Source: an optimization exercise on an open RTL-to-GDS flow (aim: small area, a short achievable clock period and few clock cycles per item). Production flows keep margins and buffers that such runs may drop. Where RTL was checked, it was by simulation tests only, not by an equivalence proof against the original. For run 4, only the layout was checked, not whether the RTL still works. Power is estimated from default activity; no workload was simulated.

==> design/flow/design.v <==
module crsf_cmd (
    input  wire       clk,
    input  wire       rst,         
    input  wire       in_valid,
    input  wire [7:0] in_data,
    output wire       in_ready,
    output wire       out_valid,
    output wire [7:0] out_data,
    input  wire       out_ready
);
    localparam [1:0] I_OP = 2'd0, I_LH = 2'd1, I_LL = 2'd2, I_DATA = 2'd3;
    localparam [4:0] W = 5'd21;
    function automatic [7:0] crc8_step(input [7:0] r, input [7:0] d);
        integer k;
        reg [7:0] c;
        begin
            c = r ^ d;
            for (k = 0; k < 8; k = k + 1)
                c = c[7] ? ((c << 1) ^ 8'hD5) : (c << 1);
            crc8_step = c;
        end
    endfunction
    function automatic [4:0] add5(input [4:0] x, input [4:0] y);
        integer i; reg c;
        begin
            c = 1'b0;
            for (i = 0; i < 5; i = i + 1) begin
                add5[i] = x[i] ^ y[i] ^ c;
                c = (x[i] & y[i]) | (c & (x[i] ^ y[i]));
            end
        end
    endfunction
    function automatic [5:0] add6(input [5:0] x, input [5:0] y);
        integer i; reg c;
        begin
            c = 1'b0;
            for (i = 0; i < 6; i = i + 1) begin
                add6[i] = x[i] ^ y[i] ^ c;
                c = (x[i] & y[i]) | (c & (x[i] ^ y[i]));
            end
        end
    endfunction
    function automatic [11:0] add12(input [11:0] x, input [11:0] y);
        integer i; reg c;
        begin
            c = 1'b0;
            for (i = 0; i < 12; i = i + 1) begin
                add12[i] = x[i] ^ y[i] ^ c;
                c = (x[i] & y[i]) | (c & (x[i] ^ y[i]));
            end
        end
    endfunction
    function automatic [15:0] dec16(input [15:0] x);
        integer i; reg b;
        begin
            b = 1'b1;
            for (i = 0; i < 16; i = i + 1) begin
                dec16[i] = x[i] ^ b;
                b = b & ~x[i];
            end
        end
    endfunction
    function automatic [6:0] inc7(input [6:0] x);
        integer i; reg c;
        begin
            c = 1'b1;
            for (i = 0; i < 7; i = i + 1) begin
                inc7[i] = x[i] ^ c;
                c = c & x[i];
            end
        end
    endfunction
    reg  [1:0]   ip;           
    reg  [3:0]   kc;           
    wire         c_nop  = (kc == 4'd1), c_rst  = (kc == 4'd2), c_sta  = (kc == 4'd3),
                 c_ini  = (kc == 4'd4), c_feed = (kc == 4'd5), c_span = (kc == 4'd6),
                 c_pack = (kc == 4'd7), c_unp  = (kc == 4'd8), c_u2t  = (kc == 4'd9),
                 c_t2u  = (kc == 4'd10), c_ser = (kc == 4'd11);
    reg          f;            
    reg  [15:0]  rem;          
    reg  [6:0]   oc;           
    reg  [7:0]   crc;          
    reg  [7:0]   crcacc;       
    reg          st_fault, st_multi;
    reg  [2:0]   st_cause;
    reg  [20:0]  acc;          
    reg  [4:0]   p;            
    reg  [7:0]   hb;           
    reg  [1:0]   cv;           
    reg  [11:0]  res;          
    reg          o_v, s_v;
    reg  [7:0]   o_d, s_d;
    reg          in_rdy;
    reg          h0v, h1v;     
    reg  [7:0]   opq;          
    reg          sw;           
    reg          hq;           
    reg  [7:0]   hd, h1d;
    wire c_zl   = c_nop | c_rst | c_sta | c_ini;
    wire c_crc  = c_feed | c_span;
    wire c_conv = c_u2t | c_t2u;
    wire [7:0] status = {1'b0, st_cause, 2'b00, st_multi, st_fault};
    reg  can_acc;              
    wire in_fire = in_valid & in_rdy;
    wire cons    = h0v & can_acc;
    wire pop     = o_v & out_ready;
    wire [7:0] lo   = hq ? rem[7:0] : hd;    
    wire       nh0  = (rem[15:8] == 8'd0);
    wire       nl0  = nh0 && lo == 8'd0;
    reg  [2:0] hcause;
    always @(*) begin
        hcause = 3'd1;
        if (c_zl)   hcause = nl0 ? 3'd0 : 3'd2;
        if (c_crc)  hcause = 3'd0;
        if (c_pack) hcause = (nh0 && lo == 8'd32) ? 3'd0 : 3'd2;
        if (c_unp)  hcause = (!nh0 || lo >= 8'd22) ? 3'd0 : 3'd2;
        if (c_conv) hcause = (nh0 && lo == 8'd2) ? 3'd0 : 3'd2;
        if (c_ser)  hcause = (nh0 && lo < 8'd2) ? 3'd2 :
                             (!nh0 || lo > 8'd62) ? 3'd4 : 3'd0;
    end
    wire [31:0] accx = {11'd0, acc} >> p;
    wire [10:0] ext  = accx[10:0];
    wire [3:0]  lh = hd[7:4];
    wire [4:0]  sl = add5({1'b0, lh}, {1'b0, hd[3:0]});
    reg  [2:0]  sd, sj;
    always @(*) begin
        case (sl)
            5'd0,  5'd1,  5'd2,  5'd3,  5'd4:  sd = 3'd0;
            5'd5,  5'd6,  5'd7,  5'd8,  5'd9:  sd = 3'd1;
            5'd10, 5'd11, 5'd12, 5'd13, 5'd14: sd = 3'd2;
            5'd15, 5'd16, 5'd17, 5'd18, 5'd19: sd = 3'd3;
            5'd20, 5'd21, 5'd22, 5'd23, 5'd24: sd = 3'd4;
            5'd25, 5'd26, 5'd27, 5'd28, 5'd29: sd = 3'd5;
            default:                           sd = 3'd6;
        endcase
        case (sl)
            5'd0, 5'd5, 5'd10, 5'd15, 5'd20, 5'd25, 5'd30: sj = 3'd0;
            5'd1, 5'd6, 5'd11, 5'd16, 5'd21, 5'd26:        sj = 3'd1;
            5'd2, 5'd7, 5'd12, 5'd17, 5'd22, 5'd27:        sj = 3'd2;
            5'd3, 5'd8, 5'd13, 5'd18, 5'd23, 5'd28:        sj = 3'd3;
            default:                                       sj = 3'd4;
        endcase
    end
    wire [5:0]  lk = add6(add6({1'b0, lh, 1'b0}, {2'b00, lh}), {3'd0, sd});
    reg  [2:0]  ff;
    always @(*) begin
        case (hb[3:0])
            4'd4:    case (sj) 3'd0: ff = 0; 3'd1: ff = 2; 3'd2: ff = 4; 3'd3: ff = 5; default: ff = 7; endcase
            4'd5:    case (sj) 3'd0: ff = 0; 3'd1: ff = 2; 3'd2: ff = 3; 3'd3: ff = 5; default: ff = 6; endcase
            4'd6:    case (sj) 3'd0: ff = 0; 3'd1: ff = 1; 3'd2: ff = 3; 3'd3: ff = 4; default: ff = 6; endcase
            4'd7:    case (sj) 3'd0: ff = 0; 3'd1: ff = 2; 3'd2: ff = 3; 3'd3: ff = 5; default: ff = 7; endcase
            default: case (sj) 3'd0: ff = 0; 3'd1: ff = 1; 3'd2: ff = 3; 3'd3: ff = 5; default: ff = 6; endcase
        endcase
    end
    wire        u_lo = hb[7] | (hb[6:0] < 7'd3) | (hb[6:0] == 7'd3 && !hd[7] && hd[6:4] != 3'b111);
    wire        u_hi = !hb[7] & ((hb[6:0] > 7'd8) | (hb[6:0] == 7'd8 && (hd[7] || hd[6:4] == 3'b111)));
    reg  [2:0]  t_g;
    always @(*) begin
        case (hd[2:0])
            3'd0:    t_g = 3'd0;
            3'd1:    t_g = 3'd1;
            3'd2:    t_g = 3'd1;
            3'd3:    t_g = 3'd2;
            3'd4:    t_g = 3'd3;
            3'd5:    t_g = 3'd3;
            3'd6:    t_g = 3'd4;
            default: t_g = 3'd4;
        endcase
    end
    wire [11:0] cv_s1 = c_u2t ? {1'b0, u_hi, u_lo, lk, ff}
                              : {t_g, 1'b0, hb[2:0], hd[7:3]};
    reg  [11:0] qh;
    always @(*) begin
        case (hb[3:0])
            4'd3:    qh = 12'hF4D;   
            4'd4:    qh = 12'd230;
            4'd5:    qh = 12'd640;
            4'd6:    qh = 12'd1050;
            4'd7:    qh = 12'd1459;
            default: qh = 12'd1869;
        endcase
    end
    wire [11:0] s2a = c_u2t ? qh : {2'd0, res[7:0], 2'd0};
    wire [11:0] s2b = {3'd0, res[8:0]};
    wire [11:0] s2c = c_u2t ? 12'd0 : {9'b001101110, res[11:9]};
    wire [11:0] s2x = s2a ^ s2b ^ s2c;
    wire [11:0] s2y = {(s2a[10:0] & s2b[10:0]) | (s2a[10:0] & s2c[10:0]) | (s2b[10:0] & s2c[10:0]), 1'b0};
    wire [11:0] s2s = s2x + s2y;
    wire [11:0] cv_s2 = !c_u2t ? s2s :
                        res[9] ? 12'd0 : res[10] ? 12'd2047 : {1'b0, s2s[10:0]};
    reg        rp;         
    reg  [7:0] rb;         
    reg        fin;        
    reg        p_pop8;     
    reg        p_pop11;    
    reg  [7:0] rlen;
    wire [5:0] nl2 = add6({1'b0, hb[6:1]}, 6'd1);    
    always @(*) begin
        rlen = 8'd0;
        if (c_sta | c_crc) rlen = 8'd1;
        if (c_pack)        rlen = 8'd22;
        if (c_unp)         rlen = 8'd32;
        if (c_conv)        rlen = 8'd2;
        if (c_ser)         rlen = {1'b0, nl2, hb[0]};
        if (f)             rlen = 8'd0;
    end
    wire oc_ge5 = (oc >= 7'd5);
    always @(*) begin
        rp = 1'b0; rb = 8'h00; fin = 1'b0;
        p_pop8 = 1'b0; p_pop11 = 1'b0;
        if (oc == 7'd2 || oc == 7'd3) begin
            rp = 1'b1;
        end else if (oc == 7'd4) begin
            rp  = 1'b1;
            rb  = rlen;
            fin = f | c_nop | c_rst | c_ini;
        end else if (oc_ge5) begin
            if (c_sta) begin
                rp = 1'b1; rb = status; fin = 1'b1;
            end
            if (c_crc && ip != I_DATA) begin
                rp = 1'b1; rb = crc; fin = 1'b1;
            end
            if (c_pack && p <= 5'd13) begin
                rp = 1'b1; rb = ext[7:0]; p_pop8 = 1'b1;
                fin = (oc == 7'd26);
            end
            if (c_unp) begin
                if (oc[0]) begin
                    if (p <= 5'd10) begin
                        rp = 1'b1; rb = {5'd0, ext[10:8]};
                    end
                end else begin
                    rp = 1'b1; rb = ext[7:0]; p_pop11 = 1'b1;
                    fin = (oc == 7'd36);
                end
            end
            if (c_conv) begin
                if (oc == 7'd5) begin
                    if (cv == 2'd1) begin
                        rp = 1'b1; rb = {4'd0, cv_s2[11:8]};
                    end
                end else begin
                    rp = 1'b1; rb = cv_s2[7:0]; fin = 1'b1;
                end
            end
            if (c_ser) begin
                if (oc == 7'd6) begin
                    rp = 1'b1; rb = hb;
                end else if (oc != 7'd5 && ip != I_DATA) begin
                    rp = 1'b1; rb = crc; fin = 1'b1;
                end
            end
        end
    end
    always @(*) begin
        can_acc = 1'b1;
        case (ip)
            I_OP: can_acc = 1'b1;
            I_LH: can_acc = 1'b1;
            I_LL: can_acc = !hq && (!sw || !s_v);
            default: if (!f) begin
                if (c_pack) can_acc = !rem[0] || (p >= 5'd11) ||
                                      (p >= 5'd3 && oc_ge5 && p <= 5'd13 && !s_v);
                if (c_unp)  can_acc = (oc == 7'd0) || (p >= 5'd8) ||
                                      (oc_ge5 && !oc[0] && !s_v);
                if (c_t2u)  can_acc = rem[0] || (oc == 7'd1 && !s_v);
                if (c_ser)  can_acc = (oc == 7'd5 || oc >= 7'd7) && !s_v;
            end
        endcase
    end
    wire rpush = rp & !s_v;
    wire do_sw = !sw && (ip == I_LH || ip == I_LL) && oc == 7'd0 && !s_v;
    wire do_ll = sw && ip == I_LL && (hq ? !s_v : cons);
    reg  [1:0]   ip_n;
    reg          f_n;
    reg  [15:0]  rem_n;
    reg  [6:0]   oc_n;
    reg  [7:0]   crc_n, crcacc_n;
    reg          st_fault_n, st_multi_n;
    reg  [2:0]   st_cause_n;
    reg  [20:0]  acc_n;
    reg  [4:0]   p_n;
    reg  [7:0]   hb_n;
    reg  [1:0]   cv_n;
    reg  [11:0]  res_n;
    reg          ipush;        
    reg  [7:0]   ib;
    reg          flt;          
    reg  [2:0]   flt_c;
    reg  [10:0]  pw;
    reg          ins8, ins11;  
    reg  [4:0]   pd;
    always @(*) begin
        ip_n = ip; f_n = f; rem_n = rem; oc_n = oc;
        crc_n = crc; crcacc_n = crcacc;
        st_fault_n = st_fault; st_multi_n = st_multi; st_cause_n = st_cause;
        acc_n = acc; p_n = p; hb_n = hb; cv_n = cv; res_n = res;
        ipush = 1'b0; ib = hd; flt = 1'b0; flt_c = 3'd0;
        ins8 = 1'b0; ins11 = 1'b0;
        pw = hb[7] ? 11'd0 : (|hb[6:3]) ? 11'd2047 : {hb[2:0], hd};
        if (rpush) begin
            oc_n = fin ? 7'd0 : inc7(oc);
            if (fin && c_feed) crcacc_n = crc;
        end
        if (do_sw) begin
            f_n   = 1'b0;
            cv_n  = 2'd0;
            p_n   = W;
            ipush = 1'b1;
            ib    = opq;
            oc_n  = 7'd1;
        end
        if (do_ll) begin
                    rem_n[7:0] = lo;
                    hb_n = lo;
                    ip_n = nl0 ? I_OP : I_DATA;
                    crc_n = c_feed ? crcacc : 8'h00;
                    if (hcause != 3'd0) begin
                        f_n = 1'b1; flt = 1'b1; flt_c = hcause;
                        ipush = 1'b1; ib = {5'd0, hcause};
                        oc_n = 7'd2;
                    end else if (!c_t2u) begin
                        ipush = 1'b1; ib = 8'h00;
                        oc_n = 7'd2;
                        if (c_rst) begin
                            crcacc_n = 8'h00;
                            st_fault_n = 1'b0; st_multi_n = 1'b0; st_cause_n = 3'd0;
                        end
                        if (c_ini) crcacc_n = 8'h00;
                    end
        end
        if (cons) begin
            case (ip)
                I_OP: begin
                    ip_n  = I_LH;
                end
                I_LH: begin
                    rem_n[15:8] = hd;
                    ip_n = I_LL;
                end
                I_LL: begin
                    rem_n[7:0] = hd;
                end
                default: begin  
                    rem_n = rem - 16'd1;
                    if (rem == 16'd1) ip_n = I_OP;
                    if (!f) begin
                        if (c_crc) crc_n = crc8_step(crc, hd);
                        if (c_ser) begin
                            ipush = 1'b1;
                            oc_n  = inc7(oc);
                            if (oc != 7'd5) crc_n = crc8_step(crc, hd);
                        end
                        if (c_pack) begin
                            if (!rem[0]) hb_n = hd;
                            else begin
                                acc_n = {pw, acc[20:11]};
                                ins11 = 1'b1;
                            end
                        end
                        if (c_unp) begin
                            acc_n = {hd, acc[20:8]};
                            ins8  = 1'b1;
                        end
                        if (c_conv) begin
                            if (!rem[0]) begin
                                hb_n = hd;
                                if (c_t2u) begin
                                    ipush = 1'b1;
                                    oc_n  = 7'd2;
                                    if (|hd[7:3]) begin
                                        f_n = 1'b1; flt = 1'b1; flt_c = 3'd3;
                                        ib  = 8'h03;
                                    end else
                                        ib  = 8'h00;
                                end
                            end else begin
                                res_n = cv_s1;
                                cv_n  = 2'd1;
                            end
                        end
                    end
                end
            endcase
        end
        case ({rpush & p_pop8, rpush & p_pop11, ins11, ins8})
            4'b1000: pd = 5'd8;
            4'b0100: pd = 5'd11;
            4'b0010: pd = 5'd21;     
            4'b0001: pd = 5'd24;     
            4'b1010: pd = 5'd29;     
            4'b0101: pd = 5'd3;
            default: pd = 5'd0;
        endcase
        if (!do_sw) p_n = p + pd;
        if (flt) begin
            if (!st_fault) begin
                st_fault_n = 1'b1;
                st_cause_n = flt_c;
            end else
                st_multi_n = 1'b1;
        end
    end
    wire       push = rpush | ipush;
    wire [7:0] pb   = ipush ? ib : rb;
    always @(posedge clk) begin
        if (rst) begin
            ip <= I_OP;
            oc <= 7'd0; crcacc <= 8'h00;
            st_fault <= 1'b0; st_multi <= 1'b0; st_cause <= 3'd0;
            o_v <= 1'b0; s_v <= 1'b0;
            in_rdy <= 1'b1;
            h0v <= 1'b0; h1v <= 1'b0;
            sw <= 1'b1; hq <= 1'b0;
        end else begin
            if (cons && ip == I_OP) sw <= 1'b0;
            else if (do_sw) sw <= 1'b1;
            if (do_ll) hq <= 1'b0;
            else if (cons && ip == I_LL) hq <= 1'b1;
            ip <= ip_n;
            oc <= oc_n; crcacc <= crcacc_n;
            st_fault <= st_fault_n; st_multi <= st_multi_n; st_cause <= st_cause_n;
            if (!h0v || cons) begin
                h0v <= h1v | in_fire;
                h1v <= 1'b0;
                in_rdy <= 1'b1;
            end else if (in_fire) begin
                h1v <= 1'b1;
                in_rdy <= 1'b0;
            end
            if (!o_v || out_ready) begin
                o_v <= s_v | push;
                s_v <= s_v & push;
            end else if (push)
                s_v <= 1'b1;
        end
    end
    always @(posedge clk) begin
        if (cons && ip == I_OP) opq <= hd;
        if (do_sw) begin
            case (opq)
                8'h00:   kc <= 4'd1;
                8'h01:   kc <= 4'd2;
                8'h02:   kc <= 4'd3;
                8'h10:   kc <= 4'd4;
                8'h11:   kc <= 4'd5;
                8'h12:   kc <= 4'd6;
                8'h20:   kc <= 4'd7;
                8'h21:   kc <= 4'd8;
                8'h22:   kc <= 4'd9;
                8'h23:   kc <= 4'd10;
                8'h40:   kc <= 4'd11;
                default: kc <= 4'd0;
            endcase
        end
    end
    always @(posedge clk) begin
        acc <= acc_n; hb <= hb_n; res <= res_n;
        f <= f_n; rem <= rem_n; crc <= crc_n; p <= p_n; cv <= cv_n;
        if (!h0v || cons) hd <= h1v ? h1d : in_data;
        if (!h1v) h1d <= in_data;
        if (!o_v || out_ready) o_d <= s_v ? s_d : pb;
        if (!s_v) s_d <= pb;
    end
    assign in_ready  = in_rdy;
    assign out_valid = o_v;
    assign out_data  = o_d;
endmodule
==> design/flow/flow/run.sh <==
#!/bin/bash
# Standard layout, with timing repair aimed below the clock period and
# plain buffers on the ports.
set -euo pipefail
bash standard.sh SETUP_SLACK_MARGIN=11.8 "BUFFER_PORTS_ARGS=-buffer_cell sky130_fd_sc_hd__buf_4" finish > standard.log 2>&1
==> design/flow/standard.sh <==
#!/bin/bash
# synth_recipe.tcl (not shown) runs the flow's synth.tcl, then flattens the netlist and writes it again
# the make line also repeats each setting of config.mk as NAME=value (left out here)
make -C /OpenROAD-flow-scripts/flow DESIGN_CONFIG=/design/flow/config.mk WORK_HOME=/design/flow/orfs CLKGATE_MAP_FILE= SYNTH_SCRIPT=/design/flow/synth_recipe.tcl "${@:-finish}"
==> design/flow/config.mk <==
export PLATFORM = sky130hd
export DESIGN_NAME = crsf_cmd
export DESIGN_NICKNAME = crsf_cmd
export VERILOG_FILES = /design/flow/design.v
export SDC_FILE = /design/flow/constraint.sdc
export NUM_CORES = 4
export LEC_CHECK = 0
export CAP_MARGIN = 20
export CORE_MARGIN = 2
export CORE_UTILIZATION = 40
export SLEW_MARGIN = 20
==> design/flow/constraint.sdc <==
create_clock -name core_clock -period 16.0 [get_ports {clk}]
set_input_delay 3.2000 -clock core_clock [delete_from_list [all_inputs] [get_ports {clk}]]
set_output_delay 3.2000 -clock core_clock [all_outputs]
set_load 0.01 [all_outputs]
==> flow_metrics.py, run 1 <==
metrics = {
    "pwr": {
        "p_leak_uw": 0.004935,
        "power_uw": 1267,
        "vdd_ir_drop_max_v": 0.00006817,
        "p_per_area_nw_per_um2": 101.5,
    },
    "setup_path": {
        "worst_path_max_delay_cell": "edfxtp_1",
        "cp_cell_sequence": "buf_4",
        "crit_required_ns": 12.80,
        "arrival_ns": 0.95,
        "worst-path-max-fanout": 1,
        "reg2reg_slack_ns": 11.85,
        "critPathKind": "flip-flop to output port",
        "cp_top_family": "flip-flops",
        "setup.worst_path.end_class": "output port",
        "worst-path-buf-inv": 1,
        "crit_path_start_kind": "flip-flop",
        "cpPeakStageDelay_ns": 0.37,
    },
    "clock_tree": {
        "htreeDepth": 4,
        "postCtsHoldBufs": 0,
        "numClockSinks": 146,
        "cts.clk_slew.worst_paths_ns": 0.07,
        "clock_latency_ns": 0.45,
        "cts_buffers": 17,
        "root_buffer": "clkbuf_16",
        "cts_tree": "done",
        "clockBufferDepth": 2,
    },
    "sta": {
        "tns_ns": 0,
        "relSlewSlack_pct": 38.89,
        "clock_skew_ns": 0.02244,
        "worst_pin_slew_ns": 0.9127,
        "final.min_clock_period_ns": 4.154,
        "holdWs_ns": 0.4337,
        "final_max_slew_viol_count": 0,
        "fin_ws_ns": 11.85,
        "final.period_utilization_pct": 25.96,
        "rsz0062_at_grt": "yes",
        "hold_violations": 0,
        "setup_viol": 0,
        "max_freq_ghz": 0.2407,
    },
    "grt": {
        "antenna_found_initial": 1,
        "met1_usage_pct": 34.53,
        "grtUsageMet2_pct": 35.88,
        "grt-ovfl-total": 0,
        "grt_max_degree": 36,
        "grt_usage_pct": 23.86,
        "top_usage_layer": "met2",
        "grt_pass1_vias": 9371,
        "grt_pass1_wl_mm": 53.51,
        "use_met3_pct": 4.302,
    },
    "route": {
        "vias": 10130,
        "antenna_left": 0,
        "dr.pass1.iters": 6,
        "finalWirelength_mm": 34.45,
        "viasPerCell": 6.144,
        "route.detailed.drc": 0,
        "routedWlPerCell_um": 20.89,
        "drt_iter0_drc": 1024,
    },
    "yosys": {
        "synthArstFlopShare_pct": 0,
        "netlist_area_um2": 11020,
        "ys_warn_count": 1,
        "synth_edf_count": 69,
        "synth_nets": 1359,
        "ys_ff_latch": 146,
        "synthFlopType": "dfxtp_1",
        "syn_area_per_cell_um2": 8.583,
        "ys_seq_area_share_pct": 32.79,
        "synth.distinct_cells": 91,
        "syn_inst": 1284,
    },
    "floorplanning": {
        "dieArea_um2": 28890,
        "start_util_pct": 40.78,
        "core_region_area_um2": 27030,
        "pin_count": 22,
        "die_x_um": 170.0,
        "dieHeight_um": 170.0,
        "rows": 60,
    },
    "placement": {
        "pre_cts_slack_ns": 10.77,
        "dp_hpwl_mm": 24.36,
        "gp_congestion": 0.9571,
        "portBuffers": 21,
    },
    "final_layout": {
        "syn2layout_area_growth_pct": 13.19,
        "post-route-util_pct": 46.16,
        "drive_gt1_share_pct": 14.76,
        "diodes": 0,
        "nets": 1370,
        "n_fill_cell": 2659,
    },
    "run_status": {
        "outcome": "complete, no violations",
    },
    "flow_run": {
        "drv_cap": 0,
    },
    "min_path": {
        "hold_class": "flip-flop to flip-flop",
    },
}
state kept, by name, indices dropped and copies added (netlist names), 3 cells and up:
signal	cells
hb	8
h1d	8
st_cause	3
crcacc	8
hd	8
res	12
s_d	8
oc	7
o_d	8
crc	8
kc	4
opq	8
p	5
rem	16
acc	21
layer usage:
layer,up-vias,share of wire (%),wire length [µm]
met5,-,0,0
met4,0,2.5,867
met3,55,7.5,2587
met2,435,44,15180
met1,4886,46,15810
li1,4755,-,-
synth_stat cells (36+ instances only):
cell type  instances  area [µm²]
ha_1              50       625.6
o21ai_0           68       340.3
clkbuf_1          62       232.7
edfxtp_1          69        2072
nand3_1           39       195.2
mux2i_1           39       390.4
dfxtp_1           77        1541
a21oi_1           83       415.4
inv_1             45       168.9
xnor2_1           36       315.3
nor2_1           133       499.2
nand2_1          152       570.6
power breakdown:
group	switching, µW	internal [µW]
registers	59.5	421
clock network	187	216
logic	216	167
total	463	804
per-stage QoR:
stage	instance area, µm²	instances
after floorplan	11030	1284
after global placement	11440	1581
after detailed placement	11440	1581
after CTS	12250	1636
after global routing	12470	1649
final	12470	1649
area by class of cell:
cell class | count | area (µm²) | area share, %
Timing Repair Buffer | 76 | 621.8 | 4.985
Sequential cell | 146 | 3617 | 29.00
Clock inverter | 14 | 137.6 | 1.103
Clock buffer | 18 | 450.4 | 3.611
Tap cell | 341 | 426.7 | 3.420
Inverter | 48 | 180.2 | 1.444
Multi-Input combinational cell | 1006 | 7041 | 56.44
worst register-to-register path: stages, from the launching register on:
cell and delay, ns:
dfxtp_1 0.45, inv_1 0.11, ha_1 0.27, or2_2 0.37, a211oi_1 0.50, a311o_1 0.25, a311oi_4 0.09, buf_4 0.19
o2111ai_1 0.68, nor2_1 0.26, a21o_1 0.23, a21oi_1 0.33, o31ai_1 0.14
layout by cell type (no fill, tap or decap), types with 36 or more instances in the layout:
master	n
a21oi_1	80
buf_4	70
dfxtp_1	74
edfxtp_1	69
ha_1	46
inv_1	43
mux2i_1	39
nand2_1	152
nand3_1	38
nor2_1	129
o21ai_0	66
xnor2_1	36
cell families after synthesis:
family	share of synthesized area, %
multiplexers	8.140
AO/OA/AOI/OAI	21.83
buffers and inverters	4.666
flip-flops	32.79
XOR/XNOR	4.371
AND/OR/NAND/NOR	20.07
adder cells (fa/ha/maj)	8.129
path summary, 6_finish.rpt:
kind               start     endpoint  depth (start not counted)
setup / recovery  o_d[1]  out_data[1]                          1
hold / removal     cv[1]        cv[1]                          2
setup reg to reg   ip[0]       o_d[0]                         12
hold reg to reg    cv[1]        cv[1]                          2
timing repair:
action	in CTS	in global routing
gates cloned	0	1
resized for setup	15	29
endpoints found under the setup margin	22	19
pin swaps	4	9
buffers inserted	23	12
Testbench counts, summed over its fixed seeds: cycles 109,743, cmds 4,800.
==> run 2: changes to the inputs <==
--- a/design/flow/config.mk
+++ b/design/flow/config.mk
@@ -10,2 +10,4 @@
 export CORE_UTILIZATION = 40
+export CTS_CLUSTER_DIAMETER = 100
+export CTS_CLUSTER_SIZE = 40
 export SLEW_MARGIN = 20
==> run 2 against run 1 <==
  * Still clean on timing, DRC and antenna
  * Die area stayed put
  * Utilization stayed put
  * Critical path depth stayed put
  * Largest power group unchanged
==> flow_metrics.py, run 2 <==
metrics = {
    "min_path": {
        "min-delay-start": "cv[1]",
        "holdPathEnd": "cv[1]",
        "hold_class": "flip-flop to flip-flop",
        "hold_depth": 2,
    },
    "grt": {
        "grt_usage_pct": 23.86,
        "top_usage_layer": "met2",
        "grt_pass1_wl_mm": 53.51,
        "antenna_found_initial": 1,
        "grtUsageMet2_pct": 35.88,
        "grt-ovfl-total": 0,
        "grt_max_degree": 36,
        "use_met3_pct": 4.302,
        "met1_usage_pct": 34.53,
        "grt_pass1_vias": 9371,
    },
    "floorplanning": {
        "start_util_pct": 40.78,
        "rows": 60,
        "core_region_area_um2": 27030,
        "dieArea_um2": 28890,
        "pin_count": 22,
        "dieHeight_um": 170.0,
        "die_x_um": 170.0,
    },
    "sta": {
        "final.period_utilization_pct": 25.96,
        "final_max_slew_viol_count": 0,
        "max_freq_ghz": 0.2407,
        "relSlewSlack_pct": 38.89,
        "final.min_clock_period_ns": 4.154,
        "clock_skew_ns": 0.02244,
        "tns_ns": 0,
        "worst_pin_slew_ns": 0.9127,
        "setup_viol": 0,
        "hold_violations": 0,
        "rsz0062_at_grt": "yes",
    },
    "clock_tree": {
        "htreeDepth": 4,
        "postCtsHoldBufs": 0,
        "root_buffer": "clkbuf_16",
        "clockBufferDepth": 2,
        "numClockSinks": 146,
        "cts_tree": "done",
        "cts_buffers": 17,
        "cts.clk_slew.worst_paths_ns": 0.07,
        "clock_latency_ns": 0.45,
    },
    "placement": {
        "gp_congestion": 0.9571,
        "portBuffers": 21,
        "dp_hpwl_mm": 24.36,
        "place_area_um2": 11440,
    },
    "final_layout": {
        "largest_reg_flops": 21,
        "largestRegisters": "acc (21), rem (16), res (12)",
        "design_area_um2": 12470,
        "layout_common_cells": "nand2_1 (152), nor2_1 (129), a21oi_1 (80), dfxtp_1 (74), buf_4 (70)",
        "diodes": 0,
        "drive_gt1_share_pct": 14.76,
        "max_flop_register": "acc",
        "n_fill_cell": 2659,
        "final_common_cell": "nand2_1",
        "syn2layout_area_growth_pct": 13.19,
        "nets": 1370,
    },
    "route": {
        "antenna_left": 0,
        "vias": 10130,
        "routedWlPerCell_um": 20.89,
        "dr.pass1.iters": 6,
        "viasPerCell": 6.144,
        "drt_iter0_drc": 1024,
        "finalWirelength_mm": 34.45,
        "route.detailed.drc": 0,
    },
    "pwr": {
        "p_per_area_nw_per_um2": 101.5,
        "p_leak_uw": 0.004935,
        "switching_share_pct": 36.53,
        "vdd_ir_drop_max_v": 0.00006817,
        "p_clk_share_pct": 31.8,
        "intPower_uw": 803.9,
        "p_sw_uw": 462.7,
        "p_comb_share_pct": 30.3,
        "pwr-share-seq_pct": 37.9,
        "power_uw": 1267,
    },
    "setup_path": {
        "r2r_end": "o_d[0]",
        "arrival_ns": 0.95,
        "crit_cells": 1,
        "critPathKind": "flip-flop to output port",
        "cp_top_family": "flip-flops",
        "crit_required_ns": 12.80,
        "reg2reg_slack_ns": 11.85,
        "crit_path_start_kind": "flip-flop",
        "cpPeakStageDelay_ns": 0.37,
        "r2r_start": "ip[0]",
        "worst_path_max_delay_cell": "edfxtp_1",
        "r2r_cells": 12,
        "worst-path-max-fanout": 1,
        "setup.worst_path.end_class": "output port",
        "worst-path-buf-inv": 1,
        "cp_cell_sequence": "buf_4",
    },
    "yosys": {
        "ys_top_cells_by_area": "edfxtp_1 (19%), dfxtp_1 (14%), ha_1 (5.7%)",
        "ys_ff_latch": 146,
        "synth_largest_area_cell": "edfxtp_1",
        "synthFlopType": "dfxtp_1",
        "synth_top_cell_area_share_pct": 18.80,
        "ys_seq_area_share_pct": 32.79,
        "synth_edf_count": 69,
        "synth_common_cells": "nand2_1 (152), nor2_1 (133), a21oi_1 (83)",
        "netlist_area_um2": 11020,
        "syn_area_per_cell_um2": 8.583,
        "syn_inst": 1284,
        "ys_warn_count": 1,
        "synthArstFlopShare_pct": 0,
        "synth.distinct_cells": 91,
        "post-synth-top-count-cell": "nand2_1",
        "synth_nets": 1359,
    },
    "flow_run": {
        "drv_cap": 0,
    },
    "run_status": {
        "outcome": "complete, no violations",
    },
}
## run 2: power groups by stage
stage	registers, µW	clock network, µW	logic (µW)
5_1_grt	485	422	422
4_1_cts	478	407	374
3_3_place_gp	488	0	357
6_report	481	402	383
2_1_floorplan	449	0	300
3_5_place_dp	488	0	360
## run 2: through the flow
| stage | setup WS (ns) | utilization (%) | hold WS, ns | instances |
|---|---|---|---|---|
| final | 11.85 | 46.16 | 0.4337 | 1649 |
| after global routing | 11.77 | 46.16 | 0.4506 | 1649 |
| after CTS | 11.80 | 45.32 | 0.4318 | 1636 |
| after detailed placement | 10.77 | 42.34 | 0.4213 | 1581 |
| after global placement | 10.99 | 42.34 | 0.4200 | 1581 |
| after floorplan | 11.74 | - | 0.4046 | 1284 |
## run 2: cell families (layout without fill, tap and decap cells)
| logic type | count (synthesis) | count (layout) | synth area share (%) |
|---|---|---|---|
| simple gates | 459 | 459 | 20.07 |
| compound gates | 359 | 359 | 21.83 |
| flops | 146 | 146 | 32.79 |
| buf+inv | 132 | 156 | 4.666 |
| mux | 69 | 69 | 8.140 |
| fa+ha+maj | 64 | 64 | 8.129 |
| xor+xnor | 55 | 55 | 4.371 |
## run 2: worst max path at each step
stage	from	endpoint	slack, ns
after floorplan	hd[4]	res[7]	11.74
after global placement	kc[2]	o_d[0]	10.99
after detailed placement	kc[2]	o_d[1]	10.77
after CTS	kc[1]	o_d[1]	11.80
after global routing	ip[0]	p[4]	11.77
final	o_d[1]	out_data[1]	11.85
## run 2: repair_timing
action	4_1_cts	5_1_grt
gates resized for setup	15	29
endpoints found under the setup margin	22	19
pin swaps	4	9
cloned	0	1
buffers inserted	23	12
## run 2: area by class of cell
| type | instances | area (µm²) | share of cell area [%] |
|---|---|---|---|
| inverters | 48 | 180.2 | 1.444 |
| clock buffers | 18 | 450.4 | 3.611 |
| repair buffers | 76 | 621.8 | 4.985 |
| multi-input cells | 1006 | 7041 | 56.44 |
| flip-flops and latches | 146 | 3617 | 29.00 |
| clock inverters | 14 | 137.6 | 1.103 |
| well taps | 341 | 426.7 | 3.420 |
## run 2: per-layer routing
metal	up-vias	part of all wire (%)
met3	55	7.5
li1	4755	-
met5	-	0
met2	435	44
met1	4886	46
met4	0	2.5
==> run 3: changes to the inputs <==
--- a/design/flow/config.mk
+++ b/design/flow/config.mk
@@ -9,5 +9,4 @@
 export CORE_MARGIN = 2
-export CORE_UTILIZATION = 40
-export CTS_CLUSTER_DIAMETER = 100
-export CTS_CLUSTER_SIZE = 40
+export CORE_UTILIZATION = 65
+export PLACE_DENSITY = 0.75
 export SLEW_MARGIN = 20
==> run 3 against run 2 <==
  * Still clean
  * First-iteration DRC count is 42% higher
  * Setup slack worse by 0.0066 ns
  * Sequential power is 2% lower
  * Clock skew is 0.0079 ns lower
  * Die area is 38% lower
  * Count of clock-buffer cells in the layout is 1 higher
  * Worst hold slack worse by 0.0052 ns
  * Design area is 0.95% lower
  * Cell count is 6.7% lower
  * Sequential cell count stayed put
  * Critical endpoint is now out_data[5]
==> flow_metrics.py, run 3 <==
metrics = {
    "run_status": {
        "outcome": "complete, no violations",
    },
    "setup_path": {
        "crit_required_ns": 12.80,
        "cp_cell_sequence": "buf_4",
        "setup.worst_path.end_class": "output port",
        "worst-path-buf-inv": 1,
        "cp_top_family": "flip-flops",
        "arrival_ns": 0.96,
        "critPathKind": "flip-flop to output port",
        "worst-path-max-fanout": 1,
        "crit_path_start_kind": "flip-flop",
        "worst_path_max_delay_cell": "edfxtp_1",
        "cpPeakStageDelay_ns": 0.37,
    },
    "final_layout": {
        "drive_gt1_share_pct": 15.09,
        "final_common_cell": "nand2_1",
        "layout_common_cells": "nand2_1 (152), nor2_1 (130), a21oi_1 (81), buf_4 (81), dfxtp_1 (75)",
        "largestRegisters": "acc (21), rem (16), res (12)",
        "max_flop_register": "acc",
        "diodes": 0,
        "design_area_um2": 12360,
        "nets": 1381,
        "largest_reg_flops": 21,
        "syn2layout_area_growth_pct": 12.11,
        "post-route-util_pct": 74.51,
    },
    "yosys": {
        "ys_ff_latch": 146,
        "syn_inst": 1284,
        "netlist_area_um2": 11020,
        "ys_top_cells_by_area": "edfxtp_1 (19%), dfxtp_1 (14%), ha_1 (5.7%)",
        "synth.distinct_cells": 91,
        "syn_area_per_cell_um2": 8.583,
        "synthArstFlopShare_pct": 0,
        "synth_top_cell_area_share_pct": 18.80,
        "synth_top_family_by_area": "compound AO/OA/AOI/OAI gates",
        "synth_common_cells": "nand2_1 (152), nor2_1 (133), a21oi_1 (83)",
        "synth_xor_xnor_area_share_pct": 4.371,
        "synthMuxAreaShare_pct": 8.140,
        "synth-adder-area-share_pct": 8.129,
        "post-synth-top-count-cell": "nand2_1",
        "yosys.area_share.simple_pct": 20.07,
        "synthFlopType": "dfxtp_1",
        "synth_largest_area_cell": "edfxtp_1",
        "synth_nets": 1359,
        "ys_seq_area_share_pct": 32.79,
        "synth_edf_count": 69,
        "synth_compound_area_share_pct": 21.83,
        "ys_warn_count": 1,
    },
    "sta": {
        "hold_violations": 0,
        "relSlewSlack_pct": 41.18,
        "clock_skew_ns": 0.01459,
        "worst_pin_slew_ns": 0.8810,
        "setup_viol": 0,
        "final.min_clock_period_ns": 4.160,
        "final_max_slew_viol_count": 0,
        "rsz0062_at_grt": "yes",
        "final.period_utilization_pct": 26.00,
        "max_freq_ghz": 0.2404,
        "tns_ns": 0,
    },
    "pwr": {
        "p_clk_share_pct": 31.1,
        "switching_share_pct": 36.10,
        "p_per_area_nw_per_um2": 101.4,
        "p_comb_share_pct": 31.1,
        "vdd_ir_drop_max_v": 0.0001381,
        "p_sw_uw": 452.1,
        "pwr-share-seq_pct": 37.8,
        "p_leak_uw": 0.004957,
        "intPower_uw": 800.2,
    },
    "grt": {
        "top_usage_layer": "met2",
        "grt-ovfl-total": 0,
        "use_met3_pct": 7.974,
        "antenna_found_initial": 0,
        "grtUsageMet2_pct": 56.09,
        "grt_pass1_wl_mm": 51.47,
        "met1_usage_pct": 51.35,
        "grt_max_degree": 37,
        "grt_usage_pct": 36.77,
        "grt_pass1_vias": 9446,
    },
    "route": {
        "route.detailed.drc": 0,
        "drt_iter0_drc": 1456,
        "dr.pass1.iters": 8,
        "finalWirelength_mm": 33.79,
        "routedWlPerCell_um": 21.96,
        "viasPerCell": 6.843,
        "antenna_left": 0,
        "vias": 10530,
    },
    "floorplanning": {
        "die_x_um": 134.2,
        "pin_count": 22,
        "dieArea_um2": 18010,
        "start_util_pct": 66.46,
        "core_region_area_um2": 16580,
        "dieHeight_um": 134.2,
        "rows": 47,
    },
    "clock_tree": {
        "cts_buffers": 17,
        "cts.clk_slew.worst_paths_ns": 0.06,
        "cts_tree": "done",
        "clock_latency_ns": 0.45,
        "numClockSinks": 146,
        "root_buffer": "clkbuf_16",
        "clockBufferDepth": 2,
        "htreeDepth": 4,
    },
    "flow_run": {
        "drv_cap": 0,
    },
    "min_path": {
        "hold_class": "flip-flop to flip-flop",
    },
    "placement": {
        "portBuffers": 21,
        "gp_congestion": 1.005,
        "dp_hpwl_mm": 22.94,
        "place_area_um2": 11270,
    },
}
==> run 3: changes by cell type in the layout (fill, tap and decap cells not counted), sizes merged <==
cell | previous run | this run
buf | 75 | 86
clkinv | 9 | 5
inv | 53 | 56
clkbuf | 19 | 20
==> run 3: path summary, 6_finish.rpt <==
path,end,slack (ns),depth (start not counted),start
hold / removal,cv[1],0.43,2,cv[1]
setup / recovery,out_data[5],11.84,1,o_d[5]
setup reg to reg,p[4],11.89,14,rem[0]
hold reg to reg,cv[1],0.43,2,cv[1]
==> run 3: logic make-up (layout without fill, tap and decap cells) <==
logic type	count (synthesis)	after routing
AND/OR/NAND/NOR	459	459
AO/OA/AOI/OAI	359	359
flip-flops	146	146
buffers and inverters	132	167
multiplexers	69	69
adder cells (fa/ha/maj)	64	64
XOR/XNOR	55	55
==> run 3: metal layers <==
metal	wire length [µm]	part of all wire, %	vias up
li1	-	-	4767
met1	13740	41	4910
met2	14870	44	721
met3	3726	11	134
met4	1450	4.3	0
met5	0	0	-
==> run 3: worst min-delay path: cells and delay by family, from the launching register on <==
family | cells | cell delay, ns
flip-flops | 1 | 0.30
AND/OR/NAND/NOR | 2 | 0.08
==> run 3: cell type report <==
type	instances	area [µm²]
clock inverters	13	110.1
well taps	220	275.3
repair buffers	87	685.7
flip-flops and latches	146	3616
inverters	48	180.2
clock buffers	19	454.2
multi-input cells	1006	7034
fillers	1282	4228
==> run 3: power groups by stage <==
stage | Combinational [µW] | Sequential (µW) | Clock (µW)
after floorplan | 300 | 449 | 0
after global placement | 353 | 479 | 0
after detailed placement | 357 | 480 | 0
after CTS | 371 | 469 | 390
after global routing | 422 | 475 | 405
final | 390 | 473 | 389
==> run 3: timing repair <==
action,CTS,global route
hold buffers,0,0
setup buffers,22,25
gates cloned,0,1
setup endpoints to repair,22,19
resized for setup,9,27
pin swaps,3,15
==> run 3: stage by stage <==
| stage | setup WS (ns) | hold WS, ns | instances | total power, µW |
|---|---|---|---|---|
| after floorplan | 11.74 | 0.4046 | 1284 | 748.4 |
| after CTS | 11.80 | 0.4293 | 1512 | 1230 |
| after global routing | 11.77 | 0.4636 | 1539 | 1302 |
| after detailed placement | 10.77 | 0.4196 | 1458 | 836.6 |
| after global placement | 10.98 | 0.4112 | 1458 | 831.8 |
| final | 11.84 | 0.4285 | 1539 | 1252 |
==> run 4: changes to the inputs <==
--- a/design/flow/design.v
+++ b/design/flow/design.v
@@ -122,36 +122,31 @@
     wire [10:0] ext  = accx[10:0];
-    wire [3:0]  lh = hd[7:4];
-    wire [4:0]  sl = add5({1'b0, lh}, {1'b0, hd[3:0]});
-    reg  [2:0]  sd, sj;
-    always @(*) begin
-        case (sl)
-            5'd0,  5'd1,  5'd2,  5'd3,  5'd4:  sd = 3'd0;
-            5'd5,  5'd6,  5'd7,  5'd8,  5'd9:  sd = 3'd1;
-            5'd10, 5'd11, 5'd12, 5'd13, 5'd14: sd = 3'd2;
-            5'd15, 5'd16, 5'd17, 5'd18, 5'd19: sd = 3'd3;
-            5'd20, 5'd21, 5'd22, 5'd23, 5'd24: sd = 3'd4;
-            5'd25, 5'd26, 5'd27, 5'd28, 5'd29: sd = 3'd5;
-            default:                           sd = 3'd6;
-        endcase
-        case (sl)
-            5'd0, 5'd5, 5'd10, 5'd15, 5'd20, 5'd25, 5'd30: sj = 3'd0;
-            5'd1, 5'd6, 5'd11, 5'd16, 5'd21, 5'd26:        sj = 3'd1;
-            5'd2, 5'd7, 5'd12, 5'd17, 5'd22, 5'd27:        sj = 3'd2;
-            5'd3, 5'd8, 5'd13, 5'd18, 5'd23, 5'd28:        sj = 3'd3;
-            default:                                       sj = 3'd4;
-        endcase
+    wire        u_lo = hb[7] | (hb[6:0] < 7'd3) | (hb[6:0] == 7'd3 && !hd[7] && hd[6:4] != 3'b111);
+    wire        u_hi = !hb[7] & ((hb[6:0] > 7'd8) | (hb[6:0] == 7'd8 && (hd[7] || hd[6:4] == 3'b111)));
+    wire        u_s3 = (cv == 2'd1);                
+    wire [2:0]  d_r  = (u_s3 || rem[0]) ? res[2:0] : 3'd0;
+    wire [3:0]  d_x  = u_s3 ? res[11:8] : rem[0] ? hd[7:4] : hd[3:0];
+    reg  [3:0]  d_q;
+    reg  [2:0]  d_o;
+    reg  [3:0]  d_t;
+    integer     di;
+    always @(*) begin
+        d_o = d_r;
+        for (di = 3; di >= 0; di = di - 1) begin
+            d_t = {d_o, d_x[di]};
+            d_q[di] = (d_t >= 4'd5);
+            d_o = (d_t >= 4'd5) ? d_t[2:0] - 3'd5 : d_t[2:0];
+        end
     end
-    wire [5:0]  lk = add6(add6({1'b0, lh, 1'b0}, {2'b00, lh}), {3'd0, sd});
-    reg  [2:0]  ff;
+    reg  [2:0]  u_q0;                               
     always @(*) begin
-        case (hb[3:0])
-            4'd4:    case (sj) 3'd0: ff = 0; 3'd1: ff = 2; 3'd2: ff = 4; 3'd3: ff = 5; default: ff = 7; endcase
-            4'd5:    case (sj) 3'd0: ff = 0; 3'd1: ff = 2; 3'd2: ff = 3; 3'd3: ff = 5; default: ff = 6; endcase
-            4'd6:    case (sj) 3'd0: ff = 0; 3'd1: ff = 1; 3'd2: ff = 3; 3'd3: ff = 4; default: ff = 6; endcase
-            4'd7:    case (sj) 3'd0: ff = 0; 3'd1: ff = 2; 3'd2: ff = 3; 3'd3: ff = 5; default: ff = 7; endcase
-            default: case (sj) 3'd0: ff = 0; 3'd1: ff = 1; 3'd2: ff = 3; 3'd3: ff = 5; default: ff = 6; endcase
+        case (res[2:0])
+            3'd0:    u_q0 = 3'd0;
+            3'd1:    u_q0 = 3'd2;
+            3'd2:    u_q0 = 3'd3;
+            3'd3:    u_q0 = 3'd5;
+            default: u_q0 = 3'd6;
         endcase
     end
-    wire        u_lo = hb[7] | (hb[6:0] < 7'd3) | (hb[6:0] == 7'd3 && !hd[7] && hd[6:4] != 3'b111);
-    wire        u_hi = !hb[7] & ((hb[6:0] > 7'd8) | (hb[6:0] == 7'd8 && (hd[7] || hd[6:4] == 3'b111)));
+    wire [4:0]  u_th = {res[3], res[7:4]} + 5'd21;   
+    wire [11:0] u2t_q = hb[0] ? 12'd0 : hb[1] ? 12'd2047 : {1'b0, u_th[3:0], res[11:8], u_q0};
     reg  [2:0]  t_g;
@@ -169,23 +164,9 @@
     end
-    wire [11:0] cv_s1 = c_u2t ? {1'b0, u_hi, u_lo, lk, ff}
-                              : {t_g, 1'b0, hb[2:0], hd[7:3]};
-    reg  [11:0] qh;
-    always @(*) begin
-        case (hb[3:0])
-            4'd3:    qh = 12'hF4D;   
-            4'd4:    qh = 12'd230;
-            4'd5:    qh = 12'd640;
-            4'd6:    qh = 12'd1050;
-            4'd7:    qh = 12'd1459;
-            default: qh = 12'd1869;
-        endcase
-    end
-    wire [11:0] s2a = c_u2t ? qh : {2'd0, res[7:0], 2'd0};
-    wire [11:0] s2b = {3'd0, res[8:0]};
-    wire [11:0] s2c = c_u2t ? 12'd0 : {9'b001101110, res[11:9]};
+    wire [11:0] s2a = {2'd0, res[7:0], 2'd0};
+    wire [11:0] s2b = {4'd0, res[7:0]};
+    wire [11:0] s2c = {9'b001101110, res[11:9]};
     wire [11:0] s2x = s2a ^ s2b ^ s2c;
     wire [11:0] s2y = {(s2a[10:0] & s2b[10:0]) | (s2a[10:0] & s2c[10:0]) | (s2b[10:0] & s2c[10:0]), 1'b0};
-    wire [11:0] s2s = s2x + s2y;
-    wire [11:0] cv_s2 = !c_u2t ? s2s :
-                        res[9] ? 12'd0 : res[10] ? 12'd2047 : {1'b0, s2s[10:0]};
+    wire [11:0] t2u_us = s2x + s2y;
+    wire [11:0] cv_s2 = c_u2t ? u2t_q : t2u_us;
     reg        rp;         
@@ -239,3 +220,3 @@
                 if (oc == 7'd5) begin
-                    if (cv == 2'd1) begin
+                    if (cv == 2'd2) begin
                         rp = 1'b1; rb = {4'd0, cv_s2[11:8]};
@@ -301,2 +282,7 @@
         pw = hb[7] ? 11'd0 : (|hb[6:3]) ? 11'd2047 : {hb[2:0], hd};
+        if (u_s3) begin
+            res_n[11:8] = d_q;
+            res_n[2:0]  = d_o;
+            cv_n = 2'd2;
+        end
         if (rpush) begin
@@ -368,2 +354,3 @@
                                 hb_n = hd;
+                                if (c_u2t) res_n[3:0] = {d_q[0], d_o};
                                 if (c_t2u) begin
@@ -377,5 +364,9 @@
                                 end
-                            end else begin
-                                res_n = cv_s1;
+                            end else if (c_u2t) begin
+                                res_n = {hd[3:0], d_q, 1'b0, d_o} | {8'd0, res[3], 3'd0};
+                                hb_n[1:0] = {u_hi, u_lo};
                                 cv_n  = 2'd1;
+                            end else begin
+                                res_n = {t_g, 1'b0, hb[2:0], hd[7:3]};
+                                cv_n  = 2'd2;
                             end
--- a/design/flow/config.mk
+++ b/design/flow/config.mk
@@ -9,4 +9,3 @@
 export CORE_MARGIN = 2
-export CORE_UTILIZATION = 65
-export PLACE_DENSITY = 0.75
+export CORE_UTILIZATION = 40
 export SLEW_MARGIN = 20
==> run 4 against run 3 <==
  * Synthesized cell count increased by 0.55%
  * Register-to-register slack got worse by 0.83 ns
  * Count of clock-buffer cells in the layout decreased by 2
  * Design area increased by 3.7%
  * Largest cell class unchanged
  * First-iteration DRC count decreased by 21%
==> flow_metrics.py, run 4 <==
metrics = {
    "placement": {
        "place_area_um2": 11640,
        "gp_congestion": 0.8946,
        "portBuffers": 21,
        "pre_cts_slack_ns": 10.17,
        "dp_hpwl_mm": 24.11,
    },
    "pwr": {
        "vdd_ir_drop_max_v": 0.00006390,
        "p_per_area_nw_per_um2": 99.40,
        "p_leak_uw": 0.004819,
    },
    "sta": {
        "final_max_slew_viol_count": 0,
        "clock_skew_ns": 0.01478,
        "fin_ws_ns": 11.06,
        "holdWs_ns": 0.4497,
        "tns_ns": 0,
        "setup_viol": 0,
        "relSlewSlack_pct": 38.06,
        "max_freq_ghz": 0.2023,
        "worst_pin_slew_ns": 0.9270,
        "rsz0062_at_grt": "yes",
        "final.min_clock_period_ns": 4.944,
        "hold_violations": 0,
        "final.period_utilization_pct": 30.90,
    },
    "final_layout": {
        "largestRegisters": "acc (21), rem (16), res (11)",
        "layout_common_cells": "nand2_1 (133), nor2_1 (111), a21oi_1 (89), dfxtp_1 (76), o21ai_0 (74)",
        "n_fill_cell": 2592,
        "final_common_cell": "nand2_1",
        "design_area_um2": 12820,
        "nets": 1367,
        "diodes": 0,
        "drive_gt1_share_pct": 17.95,
        "max_flop_register": "acc",
        "largest_reg_flops": 21,
        "syn2layout_area_growth_pct": 15.41,
    },
    "floorplanning": {
        "die_x_um": 170.6,
        "core_region_area_um2": 27100,
        "rows": 60,
        "pin_count": 22,
        "dieArea_um2": 29110,
        "start_util_pct": 40.98,
        "dieHeight_um": 170.6,
    },
    "clock_tree": {
        "cts.clk_slew.worst_paths_ns": 0.07,
        "numClockSinks": 146,
        "clock_latency_ns": 0.45,
        "cts_tree": "done",
        "clockBufferDepth": 2,
        "cts_buffers": 17,
        "root_buffer": "clkbuf_16",
        "postCtsHoldBufs": 0,
        "htreeDepth": 4,
    },
    "setup_path": {
        "worst_path_max_delay_cell": "edfxtp_1",
        "crit_path_start_kind": "flip-flop",
        "worst-path-buf-inv": 3,
        "cp_top_family": "compound AO/OA/AOI/OAI gates",
        "cpPeakStageDelay_ns": 0.42,
        "critPathKind": "flip-flop to flip-flop",
        "arrival_ns": 5.28,
        "crit_required_ns": 16.33,
        "worst-path-max-fanout": 4,
        "setup.worst_path.end_class": "flip-flop",
    },
    "grt": {
        "grt_usage_pct": 24.17,
        "grt_max_degree": 37,
        "antenna_found_initial": 1,
        "grt_pass1_vias": 9643,
        "grt_pass1_wl_mm": 54.93,
        "grt-ovfl-total": 0,
    },
    "yosys": {
        "netlist_area_um2": 11110,
        "synthFlopType": "dfxtp_1",
        "ys_warn_count": 1,
        "syn_area_per_cell_um2": 8.602,
        "synth_common_cells": "nand2_1 (137), nor2_1 (112), a21oi_1 (94)",
        "synth.distinct_cells": 85,
        "synthArstFlopShare_pct": 0,
        "synth_top_cell_area_share_pct": 16.76,
        "ys_top_cells_by_area": "edfxtp_1 (17%), dfxtp_1 (15%), mux4_2 (5.7%)",
        "synth_largest_area_cell": "edfxtp_1",
        "syn_inst": 1291,
        "ys_seq_area_share_pct": 31.91,
        "post-synth-top-count-cell": "nand2_1",
        "ys_ff_latch": 146,
        "synth_nets": 1356,
        "synth_edf_count": 62,
    },
    "route": {
        "vias": 10300,
        "route.detailed.drc": 0,
        "dr.pass1.iters": 5,
        "wl_met2_mm": 15.99,
        "finalWirelength_mm": 35.01,
        "wl_met3_mm": 2.629,
        "antenna_left": 0,
        "viasPerCell": 6.106,
        "routedWlPerCell_um": 20.75,
        "drt_iter0_drc": 1151,
        "drt-met1-wl_mm": 15.58,
        "highest_layer": "met4",
    },
    "run_status": {
        "outcome": "complete, no violations",
    },
    "min_path": {
        "hold_class": "flip-flop to flip-flop",
    },
    "flow_run": {
        "drv_cap": 0,
    },
}
[run 4: cell types whose count changed in the layout (fill, tap and decap cells not counted), sizes merged, moves of 12 or more]
| cell | change |
|---|---|
| nor2 | -21 |
| nor3 | +16 |
| nand2 | -15 |
| o22ai | -14 |
| mux4 | +13 |
| a21oi | +12 |
| a31oi | -12 |
| nor2b | -12 |
[run 4: power by group]
part           total (µW)  switching [µW]  internal, µW
Sequential            487            66.3           420
Clock                 416             194           223
Combinational         371             185           186
Total                1270             445           829
[run 4: per-stage QoR]
stage	util [%]	instances	total power, µW
after global placement	42.91	1617	809.5
after floorplan	-	1291	734.2
after global routing	47.29	1687	1330
after CTS	46.65	1680	1256
final	47.29	1687	1274
after detailed placement	42.96	1617	814.4
[run 4: timing repair]
action,in CTS,in global routing
pin swaps,13,3
gates cloned,0,0
resized for setup,51,27
buffers inserted,31,7
hold endpoints to repair,0,0
setup endpoints to repair,71,28
[run 4: cell families (layout without fill, tap and decap cells)]
logic type / count (synthesis) / in the layout / synth area share, %
muxes: 79 / 79 / 10.43
and+or+nand+nor: 470 / 470 / 21.45
buffers and inverters: 130 / 154 / 4.461
xor gates and xnor gates: 55 / 55 / 4.338
AOI/OAI and AO/OA: 358 / 358 / 21.24
DFF: 146 / 146 / 31.91
adders and majority gates: 53 / 53 / 6.174
[run 4: layout make-up]
type / instances / area (µm²) / area share (%)
Sequential cell: 146 / 3556 / 27.74
Timing Repair Buffer: 76 / 639.4 / 4.988
Multi-Input combinational cell: 1015 / 7392 / 57.67
Clock buffer: 17 / 425.4 / 3.319
Tap cell: 372 / 465.4 / 3.631
Inverter: 46 / 173.9 / 1.357
Clock inverter: 15 / 165.2 / 1.289
[run 4: layer usage]
layer  global-route usage (%)  vias up
li1                         -     4857
met3                    4.835       61
met4                    7.246        0
met1                    33.77     4990
met5                        0        -
met2                    37.69      392
[run 4: worst paths after layout]
check	cells after the start	startpoint	slack (ns)	to
worst max register to register	29	hd[7]	11.06	res[0]
worst min register to register	2	s_d[1]	0.45	s_d[1]
worst max-delay path	29	hd[7]	11.06	res[0]
worst min-delay path	2	s_d[1]	0.45	s_d[1]
[run 4: worst reg2reg max path, delay by kind of cell (launching register included)]
kind	cells	cell delay, ns
AOI/OAI and AO/OA	7	1.47
xor gates and xnor gates	3	0.41
adders and majority gates	4	0.71
buffers and inverters	3	0.32
DFF	1	0.42
muxes	1	0.28
and+or+nand+nor	11	1.20

what the ideal ports hide:
How much do the figures lean on ideal ports? The routed layouts below were timed once more, with nothing changed but the port constraints.
Step 1 (the two cells are an assumption about what drives the block):
set clk [get_ports {clk}]
set_driving_cell -lib_cell sky130_fd_sc_hd__clkbuf_16 $clk
set_driving_cell -lib_cell sky130_fd_sc_hd__buf_2 [delete_from_list [all_inputs] $clk]
Step 2 also shifts input and output timing later by t, the mid clock arrival at the registers, as if the neighbouring blocks saw the same clock.
Slacks: ideal / step 1 / step 2; pairs: ideal / step 1.
run	shift t [ns]	slack for setup (ns)	pins driven straight from the clock port
run 1	0.487	11.846 / 11.796 / 11.439	1
run 2	0.487	11.846 / 11.796 / 11.439	1
run 3	0.483	11.840 / 11.795 / 11.507	1
run 4	0.487	11.056 / 11.056 / 11.056	1
After both steps every run listed still meets setup and hold.
